What follows belongs to an exercise in optimizing a design on an open flow for small area; a production flow would make more cautious choices. The RTL was checked by simulation tests, not by an equivalence proof against the original design. Power is estimated from default activity; no workload was simulated.

[flow/config.mk]
export PLATFORM = sky130hd
export DESIGN_NAME = brew_core
export DESIGN_NICKNAME = brew_core
export VERILOG_FILES = /design/flow/design.v
export SDC_FILE = /design/flow/constraint.sdc
export NUM_CORES = 4
export LEC_CHECK = 0
export CAP_MARGIN = 40
export CELL_PAD_IN_SITES_DETAIL_PLACEMENT = 1
export CELL_PAD_IN_SITES_GLOBAL_PLACEMENT = 2
export CORE_MARGIN = 2
export CORE_UTILIZATION = 50
export PLACE_DENSITY = 0.6
export SLEW_MARGIN = 40
export SYNTH_MEMORY_MAX_BITS = 4096
[flow/design.v]
module brew_rx (
    input  wire       clk,
    input  wire       rst,
    input  wire       step,         
    input  wire [7:0] b,            
    input  wire [1:0] kind,         
    output wire       match,        
    output wire       shift         
);
    localparam [1:0] SEEK = 2'd0, LEN = 2'd1, CMD = 2'd2, DATA = 2'd3;
    reg [1:0] st;
    reg [7:0] d;        
    reg [7:0] acc;      
    reg [1:0] cls;      
    wire is_last = st[1] && (d == 8'd3);
    assign match = step && is_last && ((acc ^ b) == 8'h00) && (cls == kind);
    assign shift = step && !is_last;
    always @(posedge clk) begin
        if (rst) begin
            st <= SEEK;
        end else if (step) begin
            acc <= (st == SEEK) ? b : (acc ^ b);
            case (st)
                SEEK: if (b == 8'hAA) st <= LEN;
                LEN: begin
                    d  <= b;
                    st <= (b[7:2] == 6'd0) ? SEEK : CMD;
                end
                CMD: begin
                    d   <= d - 8'd1;
                    cls <= (b == 8'h4D) ? 2'd0 :
                           (b == 8'h46 && d == 8'd6) ? 2'd1 :
                           (b == 8'h54) ? 2'd2 : 2'd3;
                    st  <= DATA;
                end
                default: begin
                    d <= d - 8'd1;
                    if (is_last) st <= SEEK;
                end
            endcase
        end
    end
endmodule
module brew_seq (
    input  wire [2:0] idx,
    input  wire       motor,
    input  wire       test,
    input  wire       open,         
    input  wire [3:0] mult,
    output reg  [7:0] data,
    output wire       last
);
    assign last = motor ? (idx == 3'd6) : (idx == 3'd3);
    always @(*) begin
        case (idx)
            3'd0: data = 8'hAA;
            3'd1: data = motor ? 8'h07 : 8'h04;
            3'd2: data = motor ? 8'h4D : test ? 8'h54 : 8'h46;
            3'd3: data = motor ? (open ? 8'h46 : 8'h42) : test ? 8'hFA : 8'hE8;
            3'd4: data = 8'hC8;
            3'd5: data = {4'd0, mult};
            default: data = (open ? 8'h6E : 8'h6A) ^ {4'd0, mult};
        endcase
    end
endmodule
module brew_add #(parameter integer W = 8) (
    input  wire [W-1:0] a,
    input  wire [W-1:0] b,
    input  wire         cin,
    output wire [W-1:0] s,
    output wire         cout
);
    wire [W:0] c;
    assign c[0] = cin;
    genvar i;
    generate
        for (i = 0; i < W; i = i + 1) begin : g
            assign s[i]   = a[i] ^ b[i] ^ c[i];
            assign c[i+1] = (a[i] & b[i]) | (c[i] & (a[i] ^ b[i]));
        end
    endgenerate
    assign cout = c[W];
endmodule
module brew_lt #(parameter integer W = 8) (
    input  wire [W-1:0] a,
    input  wire [W-1:0] b,
    input  wire         cin,
    output wire         lt
);
    wire [W:0] c;      
    assign c[0] = cin;
    genvar i;
    generate
        for (i = 0; i < W; i = i + 1) begin : g
            assign c[i+1] = (~a[i] & b[i]) | (~(a[i] ^ b[i]) & c[i]);
        end
    endgenerate
    assign lt = c[W];
endmodule
module brew_core (
    input  wire        clk,
    input  wire        rst,
    output wire        rx_poll,
    input  wire        rx_valid,
    input  wire [7:0]  rx_data,
    input  wire        rx_err,
    output wire        tx_valid,
    output wire [7:0]  tx_data,
    output wire        tx_last,
    input  wire        tx_ready,
    input  wire        tx_err,
    input  wire [31:0] time_now,
    input  wire        h_sel,
    input  wire        h_we,
    input  wire [2:0]  h_idx,
    input  wire [15:0] h_wdata,
    output reg  [31:0] h_rdata,
    output wire        st_idle,
    output wire        st_running
);
    localparam [2:0] RS_IDLE = 3'd0, RS_RUN = 3'd1, RS_FOPEN = 3'd3, RS_FCLOSE = 3'd4, RS_TEST = 3'd5;
    localparam [2:0] PH_TOP = 3'd0, PH_FLOW = 3'd1, PH_DIV = 3'd2, PH_MOTOR = 3'd3, PH_SLEEP = 3'd4;
    localparam [1:0] S_FREE = 2'd0, S_WRITE = 2'd1, S_WAIT = 2'd2, S_DONE = 2'd3;
    localparam [1:0] R_OK = 2'b00, R_NORESP = 2'b10, R_TERR = 2'b11;    
    reg [2:0]  rs;
    reg [2:0]  ph;
    reg [1:0]  ss;               
    reg [1:0]  sres;             
    reg [5:0]  cnt;              
    reg [3:0]  pos;
    reg [15:0] target_flow;
    reg        stop_flag, flow_valid, link_ok, test_done, dir_open;
    reg [1:0]  last_res;
    reg [31:0] last_sample_time;
    reg [25:0] flow_out;
    reg [27:0] dq;               
    reg [27:0] rr;               
    reg [27:0] ee;               
    reg        e_nq;             
    reg        e_zero;
    wire host_wr = h_sel && h_we;
    wire wr_tgt  = host_wr && (h_idx == 3'd0);
    wire wr_cmd  = host_wr && (h_idx == 3'd1);
    wire [2:0] op = h_wdata[2:0];
    wire is_idle = (rs == RS_IDLE);
    wire is_run  = (rs == RS_RUN);
    wire is_test = (rs == RS_TEST);
    wire is_fo   = (rs == RS_FOPEN);
    wire is_os   = is_fo || (rs == RS_FCLOSE);
    wire [15:0] tgt_eff  = wr_tgt ? h_wdata : target_flow;
    wire        stop_req = wr_cmd && (op == 3'd2) && is_run;
    wire        stop_eff = stop_flag || stop_req;
    wire [15:0] status = {5'd0, 1'b0, last_res, 1'b0, flow_valid, test_done, link_ok, stop_flag, rs};
    reg [10:0] pos_steps;
    always @(*) begin
        case (pos)
            4'd0:    pos_steps = 11'd0;
            4'd1:    pos_steps = 11'd200;
            4'd2:    pos_steps = 11'd400;
            4'd3:    pos_steps = 11'd600;
            4'd4:    pos_steps = 11'd800;
            4'd5:    pos_steps = 11'd1000;
            4'd6:    pos_steps = 11'd1200;
            4'd7:    pos_steps = 11'd1400;
            4'd8:    pos_steps = 11'd1600;
            4'd9:    pos_steps = 11'd1800;
            default: pos_steps = 11'd2000;
        endcase
    end
    always @(*) begin
        case (h_idx)
            3'd0:    h_rdata = {16'd0, target_flow};
            3'd2:    h_rdata = {16'd0, status};
            3'd3:    h_rdata = {21'd0, pos_steps};
            3'd4:    h_rdata = flow_valid ? {6'd0, flow_out} : 32'd0;
            default: h_rdata = 32'd0;
        endcase
    end
    assign st_idle    = is_idle;
    assign st_running = is_run;
    wire seq_done = (ss == S_DONE);
    wire k_flow   = (ph == PH_FLOW);
    wire k_motor  = !is_test && !k_flow;
    wire [1:0] kind = is_test ? 2'd2 : k_flow ? 2'd1 : 2'd0;
    wire [3:0] mult  = is_run ? 4'd1 : is_fo ? (4'd10 - pos) : pos;
    wire       mopen = is_run ? dir_open : is_fo;
    brew_seq u_enc (
        .idx(cnt[2:0]), .motor(k_motor), .test(is_test), .open(mopen), .mult(mult),
        .data(tx_data), .last(tx_last)
    );
    assign tx_valid = (ss == S_WRITE);
    assign rx_poll = (ss == S_WAIT) && !cnt[5];
    wire rx_step = rx_poll && !rx_err && rx_valid;
    wire match, rx_shift;
    brew_rx u_rx (
        .clk(clk), .rst(rst), .step(rx_step), .b(rx_data), .kind(kind),
        .match(match), .shift(rx_shift)
    );
    wire [31:0] ne;
    wire        ne_c;
    brew_add #(32) u_e (.a(last_sample_time), .b(~time_now), .cin(1'b1), .s(ne), .cout(ne_c));
    wire        ne_lo_nz = (ne[27:0] != 28'd0);
    wire        e_is0  = !ne_lo_nz && (ne[31:28] == 4'd0);
    wire        e_small = (ne[31:2] == 30'h3FFFFFFF) && (ne[1:0] != 2'd0);    
    wire        e_is1  = e_small && (ne[1:0] == 2'd3);
    wire [1:0]  e_lo   = {ne[1] ^ ne[0], ne[0]};                            
    wire [15:0] pulses = dq[15:0];
    wire [17:0] p3;
    wire [22:0] m125;
    wire        p3_c, m125_c;
    brew_add #(17) u_p3 (.a({1'b0, pulses}), .b({pulses, 1'b0}), .cin(1'b0), .s(p3[16:0]), .cout(p3_c));
    assign p3[17] = p3_c;
    brew_add #(23) u_m125 (.a({pulses, 7'd0}), .b(~{5'd0, p3}), .cin(1'b1), .s(m125), .cout(m125_c));
    wire        q27    = e_is1 && m125[22];
    wire        r1     = m125[22] && !e_is1;
    wire [1:0]  s2     = {r1, m125[21]};
    wire        q26    = e_small && (s2 >= e_lo);
    wire [1:0]  r2     = q26 ? (s2 - e_lo) : s2;
    wire [27:0] dv_sh  = {rr[26:0], dq[27]};
    wire [27:0] dv_sub;
    wire        dv_nb;
    brew_add #(28) u_dv (.a(dv_sh), .b(ee), .cin(1'b0), .s(dv_sub), .cout(dv_nb));
    wire        dv_ge  = dv_nb && !e_nq;
    wire        rem_nz = (rr != 28'd0);
    wire [18:0] qb;              
    wire        qb_c;            
    brew_add #(19) u_qb (.a(dq[18:0]), .b(~{3'b0, tgt_eff}), .cin(1'b1), .s(qb), .cout(qb_c));
    wire        q_hi_nz = (dq[27:19] != 9'd0);
    wire        q_ge_t  = qb_c || q_hi_nz;                               
    wire        b_hi_nz = q_hi_nz && (qb_c || (dq[27:20] != 8'd0));     
    wire        lt2, gt8;
    brew_lt #(16) u_lt2 (.a(qb[16:1]), .b(tgt_eff), .cin(1'b0), .lt(lt2));
    brew_lt #(17) u_gt8 (.a({1'b0, tgt_eff}), .b(qb[18:2]), .cin((qb[1:0] != 2'd0) || rem_nz), .lt(gt8));
    wire        below  = !q_ge_t || (!b_hi_nz && (qb[18:17] == 2'd0) && lt2);
    wire        above  = !e_zero && q_ge_t && (b_hi_nz || gt8);
    wire        can_open  = (pos != 4'd10);
    wire        can_close = (pos != 4'd0);
    wire        mv     = below ? can_open : (above && can_close);
    wire        div_end   = (ph == PH_DIV) && (cnt == 6'd26);
    wire        need_move = is_fo ? can_open : can_close;
    wire beg = (is_idle && wr_cmd && op == 3'd5) ||
               (is_run && ph == PH_TOP && !stop_eff) ||
               (is_run && div_end && mv) ||
               (is_os && ph == PH_TOP && need_move);
    wire cnt_clr  = beg || (ss == S_WRITE && tx_ready && tx_last) || seq_done || (is_run && div_end);
    wire cnt_hold = (ss == S_WRITE) && !tx_ready;
    always @(posedge clk) begin
        if (cnt_clr)
            cnt <= 6'd0;
        else if (!cnt_hold)
            cnt <= cnt + 6'd1;
    end
    always @(posedge clk) begin
        if (rst) begin
            ss <= S_FREE;
        end else begin
            case (ss)
                S_FREE: if (beg) ss <= S_WRITE;
                S_WRITE: begin
                    if (tx_err) begin
                        sres <= R_TERR;
                        ss   <= S_DONE;
                    end else if (tx_ready && tx_last) begin
                        ss <= S_WAIT;
                    end
                end
                S_WAIT: begin
                    if (cnt[5]) begin
                        sres <= R_NORESP;
                        ss   <= S_DONE;
                    end else if (rx_err) begin
                        sres <= R_TERR;
                        ss   <= S_DONE;
                    end else if (match) begin
                        sres <= R_OK;
                        ss   <= S_DONE;
                    end
                end
                default: ss <= S_FREE;
            endcase
        end
    end
    wire c0 = is_run && (ph == PH_FLOW) && seq_done && (sres == R_OK);
    always @(posedge clk) begin
        if (c0) begin
            last_sample_time <= time_now;
            dq     <= {m125[20:0], 5'd0, q27, q26};
            rr     <= {26'd0, r2};
            ee     <= ne[27:0];
            e_nq   <= !(ne_lo_nz && (ne[31:28] == 4'hF));
            e_zero <= e_is0;
        end else if (ph == PH_DIV && !cnt[5] && cnt != 6'd26) begin
            dq <= {dq[26:0], dv_ge};
            rr <= dv_ge ? dv_sub[27:0] : dv_sh;
        end else if (rx_shift) begin
            dq[15:0] <= {rx_data, dq[15:8]};
        end
        if (is_idle && wr_cmd && op == 3'd1)
            last_sample_time <= time_now;
        if (is_run && div_end) begin
            flow_out <= dq[27:2];
            dir_open <= below;
        end
    end
    always @(posedge clk) begin
        if (rst) begin
            pos         <= 4'd0;
            target_flow <= 16'd0;
            rs          <= RS_IDLE;
            ph          <= PH_TOP;
            stop_flag   <= 1'b0;
            flow_valid  <= 1'b0;
            link_ok     <= 1'b0;
            test_done   <= 1'b0;
            last_res    <= R_OK;
        end else begin
            if (wr_tgt)
                target_flow <= h_wdata;
            if (stop_req)
                stop_flag <= 1'b1;
            case (rs)
                RS_IDLE: begin
                    if (wr_cmd) begin
                        case (op)
                            3'd1: if (target_flow != 16'd0) rs <= RS_RUN;
                            3'd3: rs <= RS_FOPEN;
                            3'd4: rs <= RS_FCLOSE;
                            3'd5: begin
                                rs        <= RS_TEST;
                                test_done <= 1'b0;
                            end
                            default: ;
                        endcase
                    end
                end
                RS_RUN: begin
                    case (ph)
                        PH_TOP: begin
                            if (stop_eff) begin
                                stop_flag <= 1'b0;
                                rs        <= RS_IDLE;
                            end else begin
                                ph <= PH_FLOW;
                            end
                        end
                        PH_FLOW: begin
                            if (seq_done) begin
                                last_res <= sres;
                                ph       <= (sres == R_OK) ? PH_DIV : PH_SLEEP;
                            end
                        end
                        PH_DIV: begin
                            if (div_end) begin
                                flow_valid <= 1'b1;
                                ph         <= mv ? PH_MOTOR : PH_SLEEP;
                            end
                        end
                        PH_MOTOR: begin
                            if (seq_done) begin
                                last_res <= sres;
                                if (sres == R_OK)
                                    pos <= dir_open ? pos + 4'd1 : pos - 4'd1;
                                ph <= PH_SLEEP;
                            end
                        end
                        default: begin
                            if (cnt[3:0] == 4'd15)
                                ph <= PH_TOP;
                        end
                    endcase
                end
                RS_FOPEN, RS_FCLOSE: begin
                    if (ph == PH_TOP && need_move) begin
                        ph <= PH_MOTOR;
                    end else if (ph == PH_MOTOR) begin
                        if (seq_done) begin
                            last_res <= sres;
                            ph       <= PH_SLEEP;
                        end
                    end else begin
                        pos <= is_fo ? 4'd10 : 4'd0;
                        rs  <= RS_IDLE;
                        ph  <= PH_TOP;
                    end
                end
                RS_TEST: begin
                    if (seq_done) begin
                        link_ok   <= (sres == R_OK);
                        test_done <= 1'b1;
                        last_res  <= sres;
                        rs        <= RS_IDLE;
                    end
                end
                default: ;
            endcase
        end
    end
endmodule
[flow/standard.sh]
#!/bin/bash
# synth_recipe.tcl (not shown) runs the flow's synth.tcl, then flattens the netlist and writes it again
# the make line also repeats each setting of config.mk as NAME=value (left out here)
make -C /OpenROAD-flow-scripts/flow DESIGN_CONFIG=/design/flow/config.mk WORK_HOME=/design/flow/orfs CLKGATE_MAP_FILE= SYNTH_SCRIPT=/design/flow/synth_recipe.tcl "${@:-finish}"
[flow/constraint.sdc]
create_clock -name core_clock -period 20.0 [get_ports {clk}]
set_input_delay 4.0000 -clock core_clock [delete_from_list [all_inputs] [get_ports {clk}]]
set_output_delay 4.0000 -clock core_clock [all_outputs]
set_load 0.01 [all_outputs]
[flow/flow/run.sh]
#!/bin/bash
export BUFFER_PORTS_ARGS="-buffer_cell sky130_fd_sc_hd__buf_1"
export CTS_ARGS="-sink_clustering_enable -repair_clock_nets -dont_use_dummy_load -buf_list {sky130_fd_sc_hd__clkbuf_4} -root_buf sky130_fd_sc_hd__clkbuf_4 -sink_clustering_size 16 -sink_clustering_max_diameter 40"
bash standard.sh > standard.log 2>&1
==> flow_metrics.env, run 1 <==
export IMPL_status="finished clean"
export IMPL_globalplace_congestion=0.806
export IMPL_crit_path_start_kind="primary input"
export IMPL_pin_count=112
export IMPL_cts_sinks=215
export IMPL_cp_end_kind="register"
export IMPL_tightest_slew_ns=0.810
export IMPL_grt_use_total_pct=24.8
export IMPL_fin_crit_ns=19.29
export IMPL_hold_depth=0
export IMPL_clk_latency_ns=0.66
export IMPL_cts_buffer_depth=3
export IMPL_layout_nets=1627
export IMPL_portBuffers=105
export IMPL_synth_top_flop_cell="edfxtp_1"
export IMPL_seqPwrFrac_pct=48.4
export IMPL_hold_slack_ns=0.463
export IMPL_syn_area_um2=13800
export IMPL_p_int_mw=0.750
export IMPL_post_cts_buffers=0
export IMPL_cp_buffers_inverters=3
export IMPL_p_leak_nw=5.92
export IMPL_initial_core_util_pct=51.1
export IMPL_die_area_um2=28900
export IMPL_r2r_cells=45
export IMPL_switching_share_pct=34.5
export IMPL_h_tree_depth=2
export IMPL_dr_pass1_iters=5
export IMPL_cp_common_cell="fa_1"
export IMPL_worst_slack_ns=0.712
export IMPL_nFillCells=2991
export IMPL_coreArea_um2=27000
export IMPL_numCtsBuffers=39
export IMPL_drt_initial_drc_count=506
export IMPL_pwr_share_clk_pct=20.8
export IMPL_cts_root_buf="clkbuf_4"
export IMPL_wl_per_cell_um=20.2
export IMPL_crit_cells=45
export IMPL_antenna_found_initial=1
export IMPL_fmax_mhz=51.8
export IMPL_finalSetupViolCount=0
export IMPL_min_path_type="reg -> reg"
export IMPL_synthCells=1280
export IMPL_via_per_inst=5.75
export IMPL_grt_overflow=0
export IMPL_grt_pass1_wl_mm=55.9
export IMPL_avgSynthCellArea_um2=10.8
export IMPL_rows=60
export IMPL_cp_data_required_time_ns=20.42
export IMPL_totalWireLength_mm=34.7
export IMPL_peakVddDrop_mv=0.0449
export IMPL_num_vias=9895
export IMPL_synth_edff_count=134
export IMPL_yosysSeqAreaShare_pct=40.9
export IMPL_ys_ff_latch=215
export IMPL_die_w_um=170
export IMPL_power_density_nw_per_um2=77.2
export IMPL_crit_family="adder cells"
export IMPL_grt_max_degree=76
export IMPL_grt_pass1_vias=10400
export IMPL_rsz0062_at_grt="false"
export IMPL_drive_above_1_share_pct=6.52
export IMPL_slew_viol_final=0
export IMPL_antenna_left=0
export IMPL_slowest_stage="fa_1"
export IMPL_slew_headroom_pct=46.0
export IMPL_period_share_pct=96.4
export IMPL_cap_viol_max_count=0
export IMPL_net_switching_power_mw=0.395
export IMPL_fp_dieH_um=170
export IMPL_cts_tree="built"
export IMPL_drc=0
export IMPL_finalHoldViolations=0
export IMPL_yosys_warnings=3
export IMPL_ys_types=84
export IMPL_synthToLayoutAreaGrowth_pct=7.53
export IMPL_max_stage_delay_ns=0.48
export IMPL_clock_skew_final_ns=0.0753
export IMPL_dp_hpwl_mm=27.1
export IMPL_crit_type="in -> reg"
export IMPL_combPwrFrac_pct=30.9
export IMPL_path_clk_slew_ns=0.10
export IMPL_dp_slack_ns=-0.0788
export IMPL_arrival_ns=19.71
export IMPL_cp_max_fo=3
export IMPL_reg2reg_setup_slack_ns=3.80
export IMPL_synthArstFlopShare_pct=0
## sequential cells by signal, summed over array words and instances (netlist names), 2 cells and up
| signal | count |
|---|---|
| last_sample_time | 32 |
| last_res | 2 |
| dq | 28 |
| u_rx.d | 8 |
| u_rx.st | 2 |
| u_rx.cls | 2 |
| ph | 3 |
| flow_out | 26 |
| cnt | 6 |
| ss | 2 |
| rr | 28 |
| pos | 4 |
| sres | 2 |
| rs | 3 |
| target_flow | 16 |
| pos_steps | 8 |
| ee | 28 |
| u_rx.acc | 8 |
## synthesized netlist by cell type (all sizes together), types with 9 or more instances
| cell | count | area (um2) |
|---|---|---|
| dfxtp | 81 | 1620 |
| inv | 135 | 507 |
| xnor2 | 23 | 201 |
| edfxtp | 134 | 4020 |
| and2 | 16 | 100 |
| nand3 | 20 | 100 |
| nor4 | 25 | 163 |
| fa | 99 | 1980 |
| a22oi | 9 | 72.6 |
| nand2b | 9 | 56.3 |
| buf | 19 | 116 |
| a21oi | 41 | 205 |
| nor2 | 102 | 383 |
| nand4 | 20 | 125 |
| ha | 79 | 988 |
| o21ai | 43 | 215 |
| a21o | 10 | 75.1 |
| a22o | 11 | 96.3 |
| mux2i | 58 | 581 |
| nor3 | 17 | 90.1 |
| a211oi | 44 | 330 |
| clkbuf | 41 | 154 |
| nand2 | 96 | 360 |
| nor2b | 12 | 75.1 |
## routing by layer
metal | up-vias | track usage (%) | share of wire [%]
met5 | - | 0 | 0
met4 | 0 | 5.69 | 1.7
met3 | 45 | 3.47 | 3.4
met2 | 182 | 43.3 | 49
met1 | 4935 | 32.8 | 45
li1 | 4733 | - | -
## kinds of logic (layout without fill, tap and decap cells)
family / count (synthesis) / in the layout / share of synthesized area, %
simple gates: 370 / 370 / 13.6
compound gates: 227 / 227 / 11.6
flops: 215 / 215 / 40.9
buf+inv: 196 / 291 / 5.67
fa+ha+maj: 178 / 178 / 21.5
mux: 62 / 62 / 4.59
xor+xnor: 31 / 31 / 2.07
other cells: 1 / 7 / 0.0272
## cell type report
class	instances	area [um2]	area share, %
multi-input combinational	874	7450	50.2
sequential	215	5650	38.0
inverter	136	512	3.45
timing repair buffer	116	505	3.41
tap	341	427	2.88
clock buffer	39	293	1.97
antenna	1	2.50	0.0169
## worst paths after layout
path	start	endpoint
setup / recovery	time_now[0]	rr[1]$_DFFE_PP_
setup reg to reg	last_sample_time[0]$_DFFE_PP_	rr[1]$_DFFE_PP_
hold / removal	dq[18]$_DFFE_PP_	flow_out[16]$_DFFE_PP_
hold reg to reg	dq[18]$_DFFE_PP_	flow_out[16]$_DFFE_PP_
## what timing repair did
item                       in CTS  in global routing
resized for setup               0                  3
hold buffers                    0                  0
setup endpoints to repair       0                  1
## power by group through the flow
stage,Clock [mW],Sequential [mW],Combinational [mW]
3_5_place_dp,0,0.564,0.357
5_1_grt,0.263,0.560,0.409
4_1_cts,0.248,0.554,0.359
3_3_place_gp,0,0.562,0.331
6_report,0.238,0.554,0.354
2_1_floorplan,0,0.543,0.261
## layout by cell type (no fill, tap or decap), types with 9 or more instances in the layout
cell type and n:
inv_1 134, edfxtp_1 134, buf_1 104, nor2_1 102, fa_1 98, nand2_1 95
dfxtp_1 81, ha_1 79, mux2i_1 58, a211oi_1 44, o21ai_0 42, a21oi_1 41
clkbuf_4 39, xnor2_1 23, nor4_1 23, nand3_1 20, nand4_1 20, and2_1 16
nor3_1 14, nor2b_1 11, a22o_1 11, a21o_1 10, nand2b_1 9, buf_4 9
## metrics by stage
step / util (%) / setup TNS (ns) / instance area (um2) / instances / power (mW)
6_report: 54.9 / 0 / 14800 / 1722 / 1.15
5_1_grt: 54.9 / 0 / 14800 / 1722 / 1.23
4_1_cts: 54.8 / 0 / 14800 / 1721 / 1.16
3_5_place_dp: 53.8 / -0.0788 / 14500 / 1682 / 0.921
3_3_place_gp: 53.5 / 0 / 14500 / 1680 / 0.893
2_1_floorplan: - / 0 / 13800 / 1285 / 0.804
==> run 2: changes to the inputs <==
==> flow/flow/run.sh (replaced) <==
#!/bin/bash
export BUFFER_PORTS_ARGS="-buffer_cell sky130_fd_sc_hd__buf_1"
export CTS_ARGS="-sink_clustering_enable -repair_clock_nets -dont_use_dummy_load -buf_list {sky130_fd_sc_hd__clkbuf_4 sky130_fd_sc_hd__clkbuf_8} -root_buf sky130_fd_sc_hd__clkbuf_8 -sink_clustering_size 16 -sink_clustering_max_diameter 80"
bash standard.sh > standard.log 2>&1
==> run 2 against run 1 <==
Effect of this change: still clean on timing, DRC and antenna; synthesized cell count unchanged; via count decreased by 1.5%; design area decreased by 0.38%; sequential power about the same; clock skew decreased by 0.039 ns; area after synthesis unchanged; worst hold slack improved by 0.0011 ns; clock power decreased by 8%; utilization decreased by 0.21 points; critical endpoint unchanged.
==> flow_metrics.env, run 2 <==
export IMPL_max_stage_delay_ns=0.48
export IMPL_clk_latency_ns=0.55
export IMPL_drt_initial_drc_count=469
export IMPL_status="finished clean"
export IMPL_antenna_cells=0
export IMPL_hold_depth=0
export IMPL_synth_xor_area_share_pct=2.07
export IMPL_arrival_ns=19.68
export IMPL_clock_skew_final_ns=0.0359
export IMPL_synthTopCellsByCount="edfxtp_1 (134), inv_1 (134), nor2_1 (102)"
export IMPL_ys_ff_latch=215
export IMPL_cts_root_buf="clkbuf_8"
export IMPL_fin_crit_ns=19.28
export IMPL_synthCells=1280
export IMPL_dr_pass1_iters=4
export IMPL_finalHoldViolations=0
export IMPL_synth_edff_count=134
export IMPL_largest_reg_flops=32
export IMPL_final_cells=1699
export IMPL_cts_resized=0
export IMPL_rr_endpoint="rr[1]$_DFFE_PP_"
export IMPL_yosysSeqAreaShare_pct=40.9
export IMPL_r2r_cells=45
export IMPL_wl_per_cell_um=20.4
export IMPL_reg2reg_setup_slack_ns=3.87
export IMPL_syn_area_um2=13800
export IMPL_dp_hpwl_mm=27.1
export IMPL_path_clk_slew_ns=0.11
export IMPL_grt_overflow=0
export IMPL_dp_cells=1682
export IMPL_cts_tree="built"
export IMPL_synth_top_area_cell="edfxtp_1"
export IMPL_portBuffers=105
export IMPL_power_density_nw_per_um2=76.2
export IMPL_synthToLayoutAreaGrowth_pct=7.12
export IMPL_slew_viol_final=0
export IMPL_cts_sinks=215
export IMPL_hp_start="dq[18]$_DFFE_PP_"
export IMPL_antenna_left=0
export IMPL_initial_core_util_pct=51.1
export IMPL_cts_buffer_depth=3
export IMPL_top_register="last_sample_time"
export IMPL_die_area_um2=28900
export IMPL_tightest_slew_ns=0.808
export IMPL_die_w_um=170
export IMPL_numCtsBuffers=17
export IMPL_cap_viol_max_count=0
export IMPL_synth_top_family_by_area="adder cells"
export IMPL_grt_pass1_wl_mm=55.8
export IMPL_slowest_stage="fa_1"
export IMPL_drc=0
export IMPL_period_share_pct=96.4
export IMPL_crit_path_start_kind="primary input"
export IMPL_worst_slack_ns=0.720
export IMPL_cp_max_fo=3
export IMPL_min_path_type="reg -> reg"
export IMPL_synthMuxAreaShare_pct=4.59
export IMPL_finalSetupViolCount=0
export IMPL_p_leak_nw=5.86
export IMPL_synth_top_cell_area_share_pct=29.2
export IMPL_avgSynthCellArea_um2=10.8
export IMPL_grt_max_degree=76
export IMPL_peakVddDrop_mv=0.0462
export IMPL_synth_top_flop_cell="edfxtp_1"
export IMPL_grt_use_total_pct=24.7
export IMPL_fin_setup_tns_ns=0
export IMPL_slew_headroom_pct=46.1
export IMPL_rows=60
export IMPL_dp_slack_ns=-0.0788
export IMPL_layout_nets=1605
export IMPL_synth_simple_gate_area_share_pct=13.6
export IMPL_cp_data_required_time_ns=20.40
export IMPL_yosys_warnings=3
export IMPL_rsz0062_at_grt="false"
export IMPL_postLayoutCoreUtil_pct=54.7
export IMPL_cts_hold_buffers=0
export IMPL_num_vias=9743
export IMPL_pin_count=112
export IMPL_whs_endpoint="flow_out[16]$_DFFE_PP_"
export IMPL_final_cell_mix="inv_1 (134), edfxtp_1 (134), buf_1 (104), nor2_1 (102), fa_1 (97)"
export IMPL_fp_dieH_um=170
export IMPL_synth_area_top_cells="edfxtp_1 (29%), fa_1 (14%), dfxtp_1 (12%), ha_1 (7.2%), mux2i_1 (4.2%)"
export IMPL_synthArstFlopShare_pct=0
export IMPL_r2r_start="last_sample_time[0]$_DFFE_PP_"
export IMPL_drive_above_1_share_pct=5.15
export IMPL_cp_end_kind="register"
export IMPL_totalWireLength_mm=34.6
export IMPL_cp_common_cell="fa_1"
export IMPL_crit_type="in -> reg"
export IMPL_synth_compound_area_share_pct=11.6
export IMPL_yosys_area_share_adder_pct=21.5
export IMPL_post_cts_buffers=0
export IMPL_ys_types=84
export IMPL_via_per_inst=5.73
export IMPL_antenna_found_initial=0
export IMPL_grt_pass1_vias=10300
export IMPL_h_tree_depth=1
export IMPL_coreArea_um2=27000
export IMPL_fmax_mhz=51.9
export IMPL_globalplace_congestion=0.806
[run 2: cell counts after synthesis]
No cell type changed its count.
[run 2: area by class of cell]
type	count	area, um2
timing repair buffer	116	505
tap	341	427
inverter	136	512
clock buffer	17	234
sequential	215	5650
multi-input combinational	874	7460
fill	2967	12200
[run 2: critical path, delay by kind of cell]
kind,cells,cell delay (ns)
buffers and inverters,3,0.22
xor gates and xnor gates,1,0.23
and+or+nand+nor,7,0.89
muxes,1,0.36
AOI/OAI and AO/OA,1,0.15
adders and majority gates,32,13.82
[run 2: cells by family (layout without fill, tap and decap cells)]
| logic type | Yosys count | after routing |
|---|---|---|
| and+or+nand+nor | 370 | 370 |
| AOI/OAI and AO/OA | 227 | 227 |
| DFF | 215 | 215 |
| buffers and inverters | 196 | 269 |
| adders and majority gates | 178 | 178 |
| muxes | 62 | 62 |
| xor gates and xnor gates | 31 | 31 |
| other | 1 | 6 |
[run 2: how the worst max path moves through the flow]
stage	start	slack, ns	cells after the start	end
floorplan	time_now[0]	0.91	44	rr[1]$_DFFE_PP_
global placement	time_now[0]	0.14	45	rr[1]$_DFFE_PP_
detailed placement	time_now[0]	-0.08	45	rr[1]$_DFFE_PP_
CTS	time_now[0]	0.44	45	rr[1]$_DFFE_PP_
global route	time_now[0]	0.04	45	rr[1]$_DFFE_PP_
finish	time_now[0]	0.72	45	rr[1]$_DFFE_PP_
[run 2: report_power, final]
| group | total [mW] | switching [mW] | internal (mW) |
|---|---|---|---|
| sequential | 0.553 | 0.0508 | 0.503 |
| clock | 0.220 | 0.143 | 0.0770 |
| combinational | 0.353 | 0.195 | 0.158 |
| total | 1.13 | 0.389 | 0.738 |
[run 2: routing by layer]
metal	track usage, %	vias to the layer above	part of all wire, %
li1	-	4681	-
met1	33.1	4848	46
met2	43.2	168	49
met3	2.81	46	3.2
met4	5.46	0	2.0
met5	0	-	0
[run 2: stage by stage]
step                cell area [um2]  hold WS [ns]  total power [mW]
floorplan                     13800         0.426             0.804
CTS                           14800         0.467              1.14
global placement              14500         0.448             0.893
global route                  14800         0.495              1.21
finish                        14800         0.465              1.13
detailed placement            14500         0.443             0.921
==> run 3: changes to the inputs <==
==> flow/run.sh (new file) <==
#!/bin/bash
# synth_recipe.tcl (not shown) runs the flow's synth.tcl, then flattens the netlist and writes it again
# the make line also repeats each setting of config.mk as NAME=value (left out here)
make -C /OpenROAD-flow-scripts/flow DESIGN_CONFIG=/design/flow/config.mk WORK_HOME=/design/flow/orfs CLKGATE_MAP_FILE= SYNTH_SCRIPT=/design/flow/synth_recipe.tcl finish
--- a/flow/config.mk
+++ b/flow/config.mk
@@ -10,6 +10,9 @@
 export CELL_PAD_IN_SITES_GLOBAL_PLACEMENT = 2
 export CORE_MARGIN = 2
 export CORE_UTILIZATION = 50
+export CTS_BUF_LIST = sky130_fd_sc_hd__clkbuf_4 sky130_fd_sc_hd__clkbuf_8
+export CTS_CLUSTER_DIAMETER = 80
+export CTS_CLUSTER_SIZE = 16
 export PLACE_DENSITY = 0.6
 export SLEW_MARGIN = 40
 export SYNTH_MEMORY_MAX_BITS = 4096
removed: flow/flow/run.sh
removed: flow/standard.sh
==> run 3 against run 2 <==
Effect of this change: cell count is 1.1% higher; clock power grew 17%; clock skew down 0.0060 ns; power up 5.9%; first-iteration DRC count grew 15%; sequential cell count did not move; design area is 5.5% higher; setup slack got worse by 0.16 ns.
==> flow_metrics.env, run 3 <==
export IMPL_status="finished clean"
export IMPL_crit_family="adder cells"
export IMPL_power_density_nw_per_um2=76.5
export IMPL_totalWireLength_mm=34.9
export IMPL_crit_type="in -> reg"
export IMPL_syn_area_um2=13800
export IMPL_coreArea_um2=27000
export IMPL_fmax_mhz=51.4
export IMPL_rsz0062_at_grt="false"
export IMPL_synth_top_flop_cell="edfxtp_1"
export IMPL_cts_hold_buffers=0
export IMPL_cts_sinks=215
export IMPL_antenna_found_initial=0
export IMPL_p_leak_nw=6.22
export IMPL_final_area_um2=15600
export IMPL_dr_pass1_iters=4
export IMPL_post_cts_buffers=0
export IMPL_num_vias=9830
export IMPL_cp_end_kind="register"
export IMPL_slew_headroom_pct=47.3
export IMPL_h_tree_depth=1
export IMPL_peakVddDrop_mv=0.0583
export IMPL_period_share_pct=97.2
export IMPL_finalHoldViolations=0
export IMPL_place_area_um2=15200
export IMPL_die_w_um=170
export IMPL_cts_buffer_depth=3
export IMPL_numCtsBuffers=18
export IMPL_synth_top_cell_area_share_pct=29.2
export IMPL_drive_above_1_share_pct=6.68
export IMPL_avgSynthCellArea_um2=10.8
export IMPL_cts_root_buf="clkbuf_8"
export IMPL_slowest_stage="clkdlybuf4s50_1"
export IMPL_fp_dieH_um=170
export IMPL_yosys_warnings=3
export IMPL_clock_skew_final_ns=0.0299
export IMPL_grt_pass1_vias=10600
export IMPL_grt_max_degree=80
export IMPL_cp_max_fo=3
export IMPL_pin_count=112
export IMPL_synth_area_top_cells="edfxtp_1 (29%), fa_1 (14%), dfxtp_1 (12%), ha_1 (7.2%), mux2i_1 (4.2%)"
export IMPL_hold_slack_ns=0.495
export IMPL_grt_pass1_wl_mm=56.3
export IMPL_globalplace_congestion=0.829
export IMPL_postLayoutCoreUtil_pct=57.7
export IMPL_grt_overflow=0
export IMPL_largest_reg_flops=32
export IMPL_via_per_inst=5.72
export IMPL_cp_data_required_time_ns=20.41
export IMPL_synthToLayoutAreaGrowth_pct=13.0
export IMPL_portBuffers=105
export IMPL_dp_hpwl_mm=27.4
export IMPL_finalSetupViolCount=0
export IMPL_cts_tree="built"
export IMPL_power_mw=1.19
export IMPL_crit_path_start_kind="primary input"
export IMPL_antenna_left=0
export IMPL_antenna_cells=0
export IMPL_grt_use_total_pct=24.8
export IMPL_cp_common_cell="fa_1"
export IMPL_drc=0
export IMPL_fin_crit_ns=19.44
export IMPL_synth_edff_count=134
export IMPL_final_cell_mix="inv_1 (134), edfxtp_1 (134), clkdlybuf4s50_1 (105), nor2_1 (102), nand2_1 (96)"
export IMPL_synthArstFlopShare_pct=0
export IMPL_ys_types=84
export IMPL_yosysSeqAreaShare_pct=40.9
export IMPL_max_stage_delay_ns=0.50
export IMPL_ys_ff_latch=215
export IMPL_tightest_slew_ns=0.791
export IMPL_rows=60
export IMPL_synthCells=1280
export IMPL_initial_core_util_pct=51.1
export IMPL_arrival_ns=19.84
export IMPL_cp_buffers_inverters=3
export IMPL_synthTopCellsByCount="edfxtp_1 (134), inv_1 (134), nor2_1 (102)"
export IMPL_clk_latency_ns=0.55
export IMPL_min_path_type="reg -> reg"
export IMPL_cts_resized=0
export IMPL_wl_per_cell_um=20.3
export IMPL_drt_initial_drc_count=541
export IMPL_slew_viol_final=0
export IMPL_synth_top_area_cell="edfxtp_1"
export IMPL_layout_nets=1610
export IMPL_cap_viol_max_count=0
export IMPL_top_register="last_sample_time"
export IMPL_path_clk_slew_ns=0.11
export IMPL_die_area_um2=28900
## run 3: cell counts after synthesis
No cell type changed its count.
## run 3: kinds of logic after synthesis
| family | share of synthesized area, % |
|---|---|
| buffers and inverters | 5.67 |
| flip-flops | 40.9 |
| AND/OR/NAND/NOR | 13.6 |
| adder cells (fa/ha/maj) | 21.5 |
| AO/OA/AOI/OAI | 11.6 |
| XOR/XNOR | 2.07 |
| other | 0.0272 |
| multiplexers | 4.59 |
## run 3: report_power, final
group / internal [mW] / switching (mW)
registers: 0.503 / 0.0514
clock network: 0.103 / 0.154
logic: 0.185 / 0.197
total: 0.790 / 0.402
## run 3: final timing paths
path / from / endpoint / slack (ns) / cells after the start
worst min register to register: dq[18]$_DFFE_PP_ / flow_out[16]$_DFFE_PP_ / 0.50 / 0
worst max register to register: last_sample_time[0]$_DFFE_PP_ / rr[1]$_DFFE_PP_ / 4.08 / 45
worst min-delay path: dq[18]$_DFFE_PP_ / flow_out[16]$_DFFE_PP_ / 0.50 / 0
worst max-delay path: time_now[0] / rr[1]$_DFFE_PP_ / 0.56 / 45
## run 3: per-layer routing
| layer | routed length (um) | vias up | global-route usage [%] | share of wire, % |
|---|---|---|---|---|
| met4 | 920 | 0 | 6.80 | 2.6 |
| met2 | 17200 | 192 | 43.1 | 49 |
| met1 | 15600 | 4893 | 33.1 | 45 |
| met3 | 1160 | 53 | 2.74 | 3.3 |
| li1 | - | 4692 | - | - |
| met5 | 0 | - | 0 | 0 |
## run 3: cell type report
class                           instances  area, um2
Clock buffer                           26        308
Clock inverter                          6       41.3
Fill cell                            2917      11400
Inverter                              136        512
Multi-Input combinational cell        874       7470
Sequential cell                       215       5650
Tap cell                              341        427
Timing Repair Buffer                  120       1200
## run 3: per-stage QoR
step | instances | worst slack, ns | setup TNS, ns
2_1_floorplan | 1285 | 0.907 | 0
3_3_place_gp | 1683 | -0.218 | -0.398
3_5_place_dp | 1686 | -0.613 | -1.52
4_1_cts | 1718 | 0.00694 | 0
5_1_grt | 1718 | 0.0303 | 0
6_report | 1718 | 0.563 | 0
## run 3: worst register-to-register path: cells and delay by family, from the launching register on
family                   cells  cell delay [ns]
adder cells (fa/ha/maj)     32            13.60
AND/OR/NAND/NOR              7             0.90
flip-flops                   1             0.37
multiplexers                 1             0.34
XOR/XNOR                     1             0.23
buffers and inverters        3             0.20
AO/OA/AOI/OAI                1             0.13
==> run 4: changes to the inputs <==
==> flow/flow/run.sh (new file) <==
#!/bin/bash
# The standard layout (standard.sh) with: an area-oriented ABC script in
# synthesis, the smallest buffer on each port, and a small clock tree.
set -e
F=$PWD/flow
sed "s#SYNTH_SCRIPT=[^ ]*#SYNTH_SCRIPT=$F/my_synth.tcl#" standard.sh > my_standard.sh
export BUFFER_PORTS_ARGS="-buffer_cell sky130_fd_sc_hd__buf_1"
export CTS_ARGS="-sink_clustering_enable -repair_clock_nets -dont_use_dummy_load -buf_list {sky130_fd_sc_hd__clkbuf_4} -root_buf sky130_fd_sc_hd__clkbuf_4 -sink_clustering_size 16 -sink_clustering_max_diameter 40"
bash my_standard.sh > standard.log 2>&1
==> flow/flow/abc_small.script (new file) <==
strash
dch
amap
==> flow/flow/my_synth.tcl (new file) <==
# The standard synthesis (synth_recipe.tcl), with an area-oriented ABC script
set ::my_flow_dir [file dirname [file normalize [info script]]]
proc abc {args} {
  set i [lsearch -exact $args -script]
  if { $i >= 0 } {
    lset args [expr { $i + 1 }] [file join $::my_flow_dir abc_small.script]
  }
  yosys abc {*}$args
}
source [file join [file dirname $::my_flow_dir] synth_recipe.tcl]
==> flow/standard.sh (new file) <==
#!/bin/bash
# synth_recipe.tcl (not shown) runs the flow's synth.tcl, then flattens the netlist and writes it again
# the make line also repeats each setting of config.mk as NAME=value (left out here)
make -C /OpenROAD-flow-scripts/flow DESIGN_CONFIG=/design/flow/config.mk WORK_HOME=/design/flow/orfs CLKGATE_MAP_FILE= SYNTH_SCRIPT=/design/flow/synth_recipe.tcl "${@:-finish}"
--- a/flow/config.mk
+++ b/flow/config.mk
@@ -10,9 +10,6 @@
 export CELL_PAD_IN_SITES_GLOBAL_PLACEMENT = 2
 export CORE_MARGIN = 2
 export CORE_UTILIZATION = 50
-export CTS_BUF_LIST = sky130_fd_sc_hd__clkbuf_4 sky130_fd_sc_hd__clkbuf_8
-export CTS_CLUSTER_DIAMETER = 80
-export CTS_CLUSTER_SIZE = 16
 export PLACE_DENSITY = 0.6
 export SLEW_MARGIN = 40
 export SYNTH_MEMORY_MAX_BITS = 4096
removed: flow/run.sh
==> run 4 against run 3 <==
Effect of this change: clock skew increased by 0.071 ns; cell count increased by 0.47%; sequential share of layout area increased by 3.2 points; sequential power increased by 13%; non-clock buffer count increased by 1; via count increased by 2.2%; die area decreased by 5.7%; register-to-register slack got worse by 0.47 ns; still clean; utilization decreased by 1.1 points; synthesized cell count decreased by 3.5%; combinational power increased by 66%; maximum frequency increased by 0.18%.
==> flow_metrics.env, run 4 <==
export IMPL_p_leak_nw=4.98
export IMPL_dp_slack_ns=-0.940
export IMPL_post_cts_buffers=0
export IMPL_globalplace_congestion=0.812
export IMPL_grt_use_total_pct=25.6
export IMPL_portBuffers=105
export IMPL_period_share_pct=97.0
export IMPL_cp_data_required_time_ns=20.52
export IMPL_net_switching_power_mw=0.615
export IMPL_synthTopCellsByCount="clkinv_1 (190), nor2_1 (172), edfxtp_1 (134)"
export IMPL_synthCells=1235
export IMPL_synth_top_cell_area_share_pct=31.0
export IMPL_slowest_stage="or4_4"
export IMPL_combPwrFrac_pct=41.9
export IMPL_synth_area_top_cells="edfxtp_1 (31%), fa_1 (15%), dfxtp_1 (12%), ha_1 (7.6%), clkinv_1 (5.5%)"
export IMPL_antenna_left=0
export IMPL_nFillCells=2862
export IMPL_coreArea_um2=25300
export IMPL_hold_depth=0
export IMPL_final_area_um2=14300
export IMPL_fmax_mhz=51.5
export IMPL_yosys_warnings=3
export IMPL_synth_most_common_cell="clkinv_1"
export IMPL_grt_pass1_wl_mm=54.4
export IMPL_synthArstFlopShare_pct=0
export IMPL_cap_viol_max_count=0
export IMPL_crit_type="in -> reg"
export IMPL_arrival_ns=19.93
export IMPL_p_int_mw=0.897
export IMPL_synth_edff_count=134
export IMPL_clock_skew_final_ns=0.101
export IMPL_pwr_share_clk_pct=16.6
export IMPL_die_area_um2=27300
export IMPL_slew_viol_final=0
export IMPL_ys_types=58
export IMPL_seqPwrFrac_pct=41.5
export IMPL_switching_share_pct=40.7
export IMPL_wl_per_cell_um=19.6
export IMPL_path_clk_slew_ns=0.09
export IMPL_cp_end_kind="register"
export IMPL_clk_latency_ns=0.70
export IMPL_place_area_um2=14000
export IMPL_crit_path_start_kind="primary input"
export IMPL_max_stage_delay_ns=0.57
export IMPL_via_per_inst=5.82
export IMPL_drt_initial_drc_count=503
export IMPL_cts_root_buf="clkbuf_4"
export IMPL_largest_reg_flops=32
export IMPL_grt_max_degree=73
export IMPL_avgSynthCellArea_um2=10.5
export IMPL_die_w_um=165
export IMPL_fp_dieH_um=165
export IMPL_slew_headroom_pct=43.9
export IMPL_drc=0
export IMPL_pin_count=112
export IMPL_final_cell_mix="clkinv_1 (188), nor2_1 (169), edfxtp_1 (134), buf_1 (105), fa_1 (88)"
export IMPL_hold_slack_ns=0.452
export IMPL_finalHoldViolations=0
export IMPL_h_tree_depth=2
export IMPL_cts_hold_buffers=0
export IMPL_drive_above_1_share_pct=6.09
export IMPL_synthToLayoutAreaGrowth_pct=10.3
export IMPL_r2r_cells=47
export IMPL_cp_max_fo=3
export IMPL_tightest_slew_ns=0.835
export IMPL_synth_top_flop_cell="edfxtp_1"
export IMPL_cts_buffer_depth=3
export IMPL_num_vias=10000
export IMPL_power_mw=1.51
export IMPL_power_density_nw_per_um2=105
export IMPL_antenna_found_initial=2
export IMPL_synth_top_area_cell="edfxtp_1"
export IMPL_min_path_type="reg -> reg"
export IMPL_rsz0062_at_grt="false"
export IMPL_peakVddDrop_mv=0.0614
export IMPL_cp_common_cell="fa_1"
export IMPL_ys_ff_latch=215
export IMPL_totalWireLength_mm=33.9
export IMPL_worst_slack_ns=0.598
export IMPL_dr_pass1_iters=4
export IMPL_yosysSeqAreaShare_pct=43.5
export IMPL_finalSetupViolCount=0
export IMPL_rows=58
export IMPL_top_register="last_sample_time"
export IMPL_syn_area_um2=13000
export IMPL_postLayoutCoreUtil_pct=56.6
export IMPL_numCtsBuffers=42
export IMPL_final_common_cell="clkinv_1"
export IMPL_fin_crit_ns=19.40
export IMPL_dp_hpwl_mm=25.8
export IMPL_grt_pass1_vias=10600
export IMPL_cts_tree="built"
export IMPL_cts_sinks=215
export IMPL_status="finished clean"
export IMPL_grt_overflow=0
export IMPL_initial_core_util_pct=51.3
export IMPL_layout_nets=1642
-- run 4: changes by cell type after synthesis, moves of 23 or more --
cell	change
inv_1	-134
nand2_1	-43
a221oi_1	+29
o22ai_1	+35
nor2_1	+70
clkinv_1	+190
a211oi_1	-29
clkbuf_1	-41
mux2i_1	-58
nor3_1	+23
-- run 4: critical path: cells and delay by family --
family	cells	cell delay [ns]
xor gates and xnor gates	1	0.17
and+or+nand+nor	5	1.02
adders and majority gates	32	13.32
AOI/OAI and AO/OA	5	1.00
buffers and inverters	4	0.41
-- run 4: final timing paths --
path / startpoint / end / slack, ns
worst max-delay path: time_now[0] / rr[0]$_DFFE_PP_ / 0.60
worst min-delay path: dq[24]$_DFFE_PP_ / flow_out[22]$_DFFE_PP_ / 0.45
worst max register to register: last_sample_time[0]$_DFFE_PP_ / rr[0]$_DFFE_PP_ / 3.61
worst min register to register: dq[24]$_DFFE_PP_ / flow_out[22]$_DFFE_PP_ / 0.45
-- run 4: cell families (layout without fill, tap and decap cells) --
group	count (synthesis)	in the layout	synth area share, %
AO/OA/AOI/OAI	264	264	14.1
XOR/XNOR	2	2	0.135
adder cells (fa/ha/maj)	178	178	22.9
buffers and inverters	198	353	5.89
flip-flops	215	215	43.5
other	1	7	0.0289
AND/OR/NAND/NOR	377	377	13.5
-- run 4: area by class of cell --
type,instances,area (um2),area share (%)
Inverter,190,714,4.98
Multi-Input combinational cell,827,6720,46.9
Antenna cell,1,2.50,0.0175
Sequential cell,215,5650,39.4
Clock buffer,42,315,2.20
Tap cell,330,413,2.88
Timing Repair Buffer,121,523,3.65
-- run 4: per-stage QoR --
stage                     TNS (ns)  std cells
after global routing             0       1726
after detailed placement     -2.61       1682
after floorplan                  0       1240
after CTS                        0       1724
after global placement       -1.58       1681
final                            0       1726
-- run 4: repair_timing --
action / 4_1_cts / 5_1_grt
endpoints found under the setup margin: 3 / 3
gates resized for setup: 5 / 6
pin swaps: 1 / 2
-- run 4: routing by layer --
metal	up-vias	wire length, um	GRT usage (%)	part of all wire [%]
met4	0	956	7.79	2.8
met2	197	17100	45.3	50
met5	-	0	0	0
met3	74	1340	3.65	4.0
li1	4739	-	-	-
met1	5034	14500	32.7	43
-- run 4: power by group through the flow --
stage | clock network, mW | logic, mW | registers, mW
after floorplan | 0 | 0.461 | 0.606
after global placement | 0 | 0.599 | 0.634
after detailed placement | 0 | 0.637 | 0.636
after CTS | 0.260 | 0.640 | 0.627
after global routing | 0.277 | 0.734 | 0.636
final | 0.251 | 0.633 | 0.627
==> run 5: changes to the inputs <==
==> flow/flow/run.sh (replaced) <==
#!/bin/bash
# The standard layout (standard.sh) with three changes:
#  - synthesis uses an area-oriented ABC script (flow/abc_small.script);
#    everything else in synthesis is synth_recipe.tcl unchanged,
#  - each port gets the smallest buffer (buf_1),
#  - the clock tree uses small clock buffers and no dummy loads.
# Each tool's output is in standard.log and in the ORFS logs under orfs/logs.
set -e
F=$PWD/flow
sed "s#SYNTH_SCRIPT=[^ ]*#SYNTH_SCRIPT=$F/my_synth.tcl#" standard.sh > my_standard.sh
export BUFFER_PORTS_ARGS="-buffer_cell sky130_fd_sc_hd__buf_1"
export CTS_ARGS="-sink_clustering_enable -repair_clock_nets -dont_use_dummy_load -buf_list {sky130_fd_sc_hd__clkbuf_4 sky130_fd_sc_hd__clkbuf_8} -root_buf sky130_fd_sc_hd__clkbuf_8 -sink_clustering_size 16 -sink_clustering_max_diameter 80"
bash my_standard.sh > standard.log 2>&1
==> run 5 against run 4 <==
Effect of this change: sequential share of layout area is 0.17 points higher; via count is 1.6% lower; sequential cell count unchanged; critical endpoint unchanged; largest power group unchanged.
==> flow_metrics.env, run 5 <==
export IMPL_status="finished clean"
export IMPL_dp_hpwl_mm=25.8
export IMPL_arrival_ns=19.73
export IMPL_antenna_left=0
export IMPL_synthTopCellsByCount="clkinv_1 (190), nor2_1 (172), edfxtp_1 (134)"
export IMPL_finalSetupViolCount=0
export IMPL_postLayoutCoreUtil_pct=56.3
export IMPL_fin_crit_ns=19.36
export IMPL_cp_common_cell="fa_1"
export IMPL_crit_path_start_kind="primary input"
export IMPL_crit_family="adder cells"
export IMPL_portBuffers=105
export IMPL_die_area_um2=27300
export IMPL_p_leak_nw=4.92
export IMPL_antenna_cells=0
export IMPL_h_tree_depth=1
export IMPL_dp_cells=1682
export IMPL_slew_viol_final=0
export IMPL_slowest_stage="or4_4"
export IMPL_tightest_slew_ns=0.814
export IMPL_synth_top_area_cell="edfxtp_1"
export IMPL_synthToLayoutAreaGrowth_pct=9.84
export IMPL_synth_top_cell_area_share_pct=31.0
export IMPL_synth_most_common_cell="clkinv_1"
export IMPL_final_cells=1701
export IMPL_cp_end_kind="register"
export IMPL_cts_buffer_depth=3
export IMPL_largest_reg_flops=32
export IMPL_cts_sinks=215
export IMPL_synth_top_flop_cell="edfxtp_1"
export IMPL_wl_met3_mm=1.17
export IMPL_met1_length_mm=14.7
export IMPL_dp_slack_ns=-0.940
export IMPL_pin_count=112
export IMPL_cts_hold_buffers=0
export IMPL_power_density_nw_per_um2=104
export IMPL_via_per_inst=5.81
export IMPL_grt_pass1_wl_mm=53.9
export IMPL_top_register="last_sample_time"
export IMPL_dr_pass1_iters=5
export IMPL_highest_layer="met4"
export IMPL_place_area_um2=14000
export IMPL_cp_buffers_inverters=4
export IMPL_path_clk_slew_ns=0.10
export IMPL_max_stage_delay_ns=0.57
export IMPL_worst_slack_ns=0.641
export IMPL_final_area_um2=14300
export IMPL_synth_area_top_cells="edfxtp_1 (31%), fa_1 (15%), dfxtp_1 (12%), ha_1 (7.6%), clkinv_1 (5.5%)"
export IMPL_totalWireLength_mm=33.4
export IMPL_final_common_cell="clkinv_1"
export IMPL_drt_initial_drc_count=615
export IMPL_synthCells=1235
export IMPL_yosys_warnings=3
export IMPL_coreArea_um2=25300
export IMPL_grt_max_degree=73
export IMPL_syn_area_um2=13000
export IMPL_grt_use_total_pct=25.2
export IMPL_fin_setup_tns_ns=0
export IMPL_numCtsBuffers=18
export IMPL_layout_nets=1618
export IMPL_yosysSeqAreaShare_pct=43.5
export IMPL_clk_latency_ns=0.54
export IMPL_cp_data_required_time_ns=20.38
export IMPL_peakVddDrop_mv=0.0635
export IMPL_globalplace_congestion=0.812
export IMPL_die_w_um=165
export IMPL_wl_per_cell_um=19.6
export IMPL_cp_max_fo=3
export IMPL_fp_dieH_um=165
export IMPL_finalHoldViolations=0
export IMPL_drc=0
export IMPL_num_vias=9888
export IMPL_final_cell_mix="clkinv_1 (188), nor2_1 (169), edfxtp_1 (134), buf_1 (105), fa_1 (85)"
export IMPL_cts_tree="built"
export IMPL_antenna_found_initial=1
export IMPL_cts_root_buf="clkbuf_8"
export IMPL_dr_wl_met2_mm=16.9
export IMPL_avgSynthCellArea_um2=10.5
export IMPL_ys_types=58
export IMPL_initial_core_util_pct=51.3
export IMPL_crit_type="in -> reg"
export IMPL_grt_pass1_vias=10300
export IMPL_slew_headroom_pct=45.3
export IMPL_ys_ff_latch=215
export IMPL_rsz0062_at_grt="false"
export IMPL_grt_overflow=0
export IMPL_min_path_type="reg -> reg"
export IMPL_fmax_mhz=51.7
export IMPL_period_share_pct=96.8
export IMPL_cap_viol_max_count=0
export IMPL_synthArstFlopShare_pct=0
export IMPL_reg2reg_setup_slack_ns=3.80
export IMPL_drive_above_1_share_pct=4.67
export IMPL_rows=58
export IMPL_synth_edff_count=134
export IMPL_clock_skew_final_ns=0.0468
## run 5: cell counts after synthesis
No cell type changed its count.
## run 5: layout make-up
| class | instances | area, um2 |
|---|---|---|
| Tap cell | 330 | 413 |
| Multi-Input combinational cell | 827 | 6730 |
| Clock buffer | 18 | 248 |
| Timing Repair Buffer | 121 | 523 |
| Fill cell | 2854 | 11100 |
| Inverter | 190 | 714 |
| Sequential cell | 215 | 5650 |
## run 5: logic make-up after synthesis
| logic type | count (synthesis) | synth area share [%] |
|---|---|---|
| AOI/OAI and AO/OA | 264 | 14.1 |
| xor gates and xnor gates | 2 | 0.135 |
| DFF | 215 | 43.5 |
| buffers and inverters | 198 | 5.89 |
| other | 1 | 0.0289 |
| adders and majority gates | 178 | 22.9 |
| and+or+nand+nor | 377 | 13.5 |
## run 5: repair_timing
item / 4_1_cts / 5_1_grt
pin swaps: 1 / 2
endpoints found under the setup margin: 3 / 3
setup buffers: 0 / 0
gates resized for setup: 8 / 6
## run 5: routing by layer
layer | global-route usage [%] | vias to the layer above
li1 | - | 4670
met1 | 33.2 | 4997
met2 | 45.1 | 177
met3 | 2.60 | 44
met4 | 5.57 | 0
met5 | 0 | -
## run 5: worst register-to-register path: cells and delay by family (launching register included)
kind | cells | cell delay [ns]
compound gates | 5 | 0.99
xor+xnor | 1 | 0.17
fa+ha+maj | 32 | 13.14
buf+inv | 4 | 0.36
flops | 1 | 0.38
simple gates | 5 | 1.02
## run 5: stage by stage
step	total power, mW	hold slack, ns
after floorplan	1.07	0.435
after global placement	1.23	0.444
after detailed placement	1.27	0.447
after CTS	1.50	0.473
after global routing	1.61	0.481
final	1.48	0.478
## run 5: report_power, final
| group | internal (mW) | switching [mW] |
|---|---|---|
| clock network | 0.0812 | 0.143 |
| registers | 0.544 | 0.0817 |
| logic | 0.256 | 0.377 |
| total | 0.882 | 0.602 |
## run 5: path summary, 6_finish.rpt
kind,start,end,cells past startpoint
min reg2reg,dq[17]$_DFFE_PP_,flow_out[15]$_DFFE_PP_,0
max reg2reg,last_sample_time[0]$_DFFE_PP_,rr[0]$_DFFE_PP_,47
min,dq[17]$_DFFE_PP_,flow_out[15]$_DFFE_PP_,0
max,time_now[0],rr[0]$_DFFE_PP_,47
==> run 6: changes to the inputs <==
--- a/flow/design.v
+++ b/flow/design.v
@@ -13,13 +13,14 @@
     reg [7:0] acc;      
     reg [1:0] cls;      
     wire is_last = st[1] && (d == 8'd3);
-    assign match = step && is_last && ((acc ^ b) == 8'h00) && (cls == kind);
+    wire [7:0] ax = acc ^ b;
+    assign match = step && is_last && (ax == 8'h00) && (cls == kind);
     assign shift = step && !is_last;
     always @(posedge clk) begin
         if (rst) begin
             st <= SEEK;
         end else if (step) begin
-            acc <= (st == SEEK) ? b : (acc ^ b);
+            acc <= (st == SEEK) ? b : ax;
             case (st)
                 SEEK: if (b == 8'hAA) st <= LEN;
                 LEN: begin
@@ -282,16 +283,16 @@
     end
     wire c0 = is_run && (ph == PH_FLOW) && seq_done && (sres == R_OK);
     always @(posedge clk) begin
+        rr        <= c0 ? {26'd0, r2} : (dv_ge ? dv_sub : dv_sh);
+        dq[27:16] <= c0 ? m125[20:9] : dq[26:15];
         if (c0) begin
             last_sample_time <= time_now;
-            dq     <= {m125[20:0], 5'd0, q27, q26};
-            rr     <= {26'd0, r2};
-            ee     <= ne[27:0];
-            e_nq   <= !(ne_lo_nz && (ne[31:28] == 4'hF));
-            e_zero <= e_is0;
-        end else if (ph == PH_DIV && !cnt[5] && cnt != 6'd26) begin
-            dq <= {dq[26:0], dv_ge};
-            rr <= dv_ge ? dv_sub[27:0] : dv_sh;
+            dq[15:0] <= {m125[8:0], 5'd0, q27, q26};
+            ee       <= ne[27:0];
+            e_nq     <= !(ne_lo_nz && (ne[31:28] == 4'hF));
+            e_zero   <= e_is0;
+        end else if (ph == PH_DIV) begin
+            dq[15:0] <= {dq[14:0], dv_ge};
         end else if (rx_shift) begin
             dq[15:0] <= {rx_data, dq[15:8]};
         end
==> run 6 against run 5 <==
Effect of this change: utilization down 1.0 points; power grew 3.5%; via count decreased by 3.5%; worst hold slack worse by 0.023 ns.
==> flow_metrics.env, run 6 <==
export IMPL_final_cells=1671
export IMPL_use_met3_pct=2.41
export IMPL_fmax_mhz=51.8
export IMPL_layout_nets=1588
export IMPL_cts_root_buf="clkbuf_8"
export IMPL_max_stage_delay_ns=0.49
export IMPL_p_leak_nw=4.91
export IMPL_crit_path_start_kind="primary input"
export IMPL_place_area_um2=13600
export IMPL_ys_ff_latch=215
export IMPL_r2r_start="last_sample_time[0]$_DFFE_PP_"
export IMPL_final_area_um2=13800
export IMPL_cp_endpoint="rr[1]$_DFF_P_"
export IMPL_top_register="last_sample_time"
export IMPL_rows=58
export IMPL_cts_buffer_depth=3
export IMPL_grt_max_degree=53
export IMPL_drc=0
export IMPL_initial_core_util_pct=50.6
export IMPL_cts_resized=0
export IMPL_globalplace_congestion=0.830
export IMPL_largest_reg_flops=32
export IMPL_pin_count=112
export IMPL_arrival_ns=19.77
export IMPL_via_per_inst=5.71
export IMPL_use_met1_pct=31.6
export IMPL_antenna_cells=0
export IMPL_cts_sinks=215
export IMPL_numCtsBuffers=17
export IMPL_tightest_slew_ns=0.887
export IMPL_cap_viol_max_count=0
export IMPL_synth_top_area_cell="edfxtp_1"
export IMPL_postLayoutCoreUtil_pct=55.3
export IMPL_finalSetupViolCount=0
export IMPL_ys_types=56
export IMPL_antenna_found_initial=0
export IMPL_power_density_nw_per_um2=111
export IMPL_wl_per_cell_um=19.2
export IMPL_yosys_warnings=3
export IMPL_avgSynthCellArea_um2=10.5
export IMPL_r2r_cells=47
export IMPL_drive_above_1_share_pct=2.98
export IMPL_cp_end_kind="register"
export IMPL_totalWireLength_mm=32.1
export IMPL_crit_path_start="time_now[0]"
export IMPL_busiest_layer="met2"
export IMPL_crit_family="adder cells"
export IMPL_grt_overflow=0
export IMPL_drt_initial_drc_count=453
export IMPL_fp_dieH_um=163
export IMPL_post_cts_buffers=0
export IMPL_synthToLayoutAreaGrowth_pct=9.25
export IMPL_cts_hold_buffers=0
export IMPL_clk_latency_ns=0.53
export IMPL_fin_crit_ns=19.32
export IMPL_grt_pass1_vias=10100
export IMPL_rr_endpoint="rr[1]$_DFF_P_"
export IMPL_hold_slack_ns=0.454
export IMPL_synth_top_cell_area_share_pct=28.4
export IMPL_die_w_um=163
export IMPL_nFillCells=2839
export IMPL_reg2reg_setup_slack_ns=3.83
export IMPL_cp_data_required_time_ns=20.45
export IMPL_num_vias=9537
export IMPL_antenna_left=0
export IMPL_die_area_um2=26600
export IMPL_yosysSeqAreaShare_pct=43.4
export IMPL_dp_hpwl_mm=25.1
export IMPL_cp_common_cell="fa_1"
export IMPL_status="finished clean"
export IMPL_period_share_pct=96.6
export IMPL_dr_pass1_iters=4
export IMPL_slew_viol_final=0
export IMPL_slowest_stage="fa_1"
export IMPL_cp_max_fo=5
export IMPL_clock_skew_final_ns=0.0429
export IMPL_finalHoldViolations=0
export IMPL_portBuffers=105
export IMPL_path_clk_slew_ns=0.10
export IMPL_synthCells=1210
export IMPL_dp_cells=1653
export IMPL_grt_pass1_wl_mm=52.3
export IMPL_synth_most_common_cell="clkinv_1"
export IMPL_h_tree_depth=1
export IMPL_synth_edff_count=120
export IMPL_synthArstFlopShare_pct=0
export IMPL_met2_usage_pct=44.8
export IMPL_slew_headroom_pct=40.7
export IMPL_grt_use_total_pct=24.8
export IMPL_synth_top_flop_cell="edfxtp_1"
export IMPL_crit_cells=47
export IMPL_synth_area_top_cells="edfxtp_1 (28%), fa_1 (16%), dfxtp_1 (15%), ha_1 (7.8%), clkinv_1 (5.6%)"
export IMPL_crit_type="in -> reg"
export IMPL_min_path_type="reg -> reg"
export IMPL_final_common_cell="clkinv_1"
export IMPL_synthTopCellsByCount="clkinv_1 (189), nor2_1 (163), edfxtp_1 (120)"
export IMPL_coreArea_um2=25000
export IMPL_cts_tree="built"
export IMPL_syn_area_um2=12700
export IMPL_peakVddDrop_mv=0.0682
export IMPL_final_cell_mix="clkinv_1 (189), nor2_1 (162), edfxtp_1 (120), buf_1 (105), fa_1 (97)"
export IMPL_cp_buffers_inverters=4
[run 6: changes by cell type in the layout (fill, tap and decap cells not counted), moves of 12 or more]
cell,delta
fa_1,+12
nand2_1,+14
fa_2,-12
nor4_1,-13
dfxtp_1,+14
a22oi_1,+21
nor3_1,-15
a221oi_1,-24
edfxtp_1,-14
[run 6: stage by stage]
step	power, mW	setup WS (ns)	TNS (ns)
floorplan	1.12	0.839	0
global placement	1.30	0.175	0
detailed placement	1.34	-0.165	-0.385
CTS	1.56	0.368	0
global route	1.68	-0.0380	-0.0380
finish	1.54	0.682	0
[run 6: how the worst min path moves through the flow]
stage                     depth (start not counted)      startpoint                      to  slack (ns)
final                                             0  dq[16]$_DFF_P_  flow_out[14]$_DFFE_PP_        0.45
after floorplan                                   0  dq[16]$_DFF_P_  flow_out[14]$_DFFE_PP_        0.42
after detailed placement                          0  dq[16]$_DFF_P_  flow_out[14]$_DFFE_PP_        0.43
after CTS                                         0  dq[16]$_DFF_P_  flow_out[14]$_DFFE_PP_        0.46
after global routing                              0  dq[17]$_DFF_P_  flow_out[15]$_DFFE_PP_        0.47
after global placement                            0  dq[17]$_DFF_P_  flow_out[15]$_DFFE_PP_        0.42
[run 6: cells by family after synthesis]
logic type / count (synthesis) / synth area share (%)
buf+inv: 197 / 6.01
fa+ha+maj: 178 / 23.4
other cells: 1 / 0.0296
simple gates: 360 / 13.1
xor+xnor: 1 / 0.0691
flops: 215 / 43.4
compound gates: 258 / 13.9
[run 6: where the power goes]
part | leakage, nW | internal [mW] | switching (mW)
Combinational | 2.91 | 0.285 | 0.410
Clock | 0.122 | 0.0769 | 0.136
Sequential | 1.87 | 0.545 | 0.0827
[run 6: routing by layer]
layer	share of wire [%]	up-vias
met1	43	4799
met3	2.7	50
met5	0	-
met4	3.1	0
li1	-	4529
met2	51	159
[run 6: worst reg2reg max path, delay by kind of cell, from the launching register on]
kind            cells  cell delay, ns
compound gates      4            0.49
xor+xnor            1            0.18
fa+ha+maj          32           13.95
buf+inv             4            0.40
flops               1            0.39
simple gates        6            0.68
[run 6: final cells by class]
type | count | area [um2] | area share, %
Multi-Input combinational cell | 803 | 6490 | 46.9
Sequential cell | 215 | 5510 | 39.8
Inverter | 189 | 709 | 5.12
Timing Repair Buffer | 117 | 495 | 3.58
Tap cell | 330 | 413 | 2.98
Clock buffer | 17 | 234 | 1.69

re-timing with driven ports:
Ports are ideal in the flow. The routed layouts listed here were re-timed in OpenROAD.
Step 1 (the two cells are an assumption about what drives the block):
set clk [get_ports {clk}]
set_driving_cell -lib_cell sky130_fd_sc_hd__clkbuf_16 $clk
set_driving_cell -lib_cell sky130_fd_sc_hd__buf_2 [delete_from_list [all_inputs] $clk]
Step 2 also shifts input and output timing later by t, the mid clock arrival at the registers, as if the neighbouring blocks saw the same clock.
Slacks: ideal / step 1 / step 2; pairs: ideal / step 1.
| run | t, ns | slack for setup (ns) | worst register clock-pin slew, ns |
|---|---|---|---|
| run 1 | 0.663 | 0.712 / 0.730 / 0.067 | 0.10 / 0.10 |
| run 2 | 0.576 | 0.720 / 0.741 / 0.165 | 0.11 / 0.11 |
| run 3 | 0.586 | 0.563 / 0.577 / -0.009 | 0.11 / 0.11 |
| run 4 | 0.696 | 0.598 / 0.628 / -0.068 | 0.11 / 0.11 |
| run 5 | 0.560 | 0.641 / 0.668 / 0.108 | 0.11 / 0.11 |
| run 6 | 0.551 | 0.682 / 0.702 / 0.151 | 0.11 / 0.11 |
With both steps, setup timing fails in run 3 and run 4, where it was met with ideal ports. For run 4, which loses most, drivers alone change the setup slack by +0.030 ns; drivers and shift together by -0.666 ns.
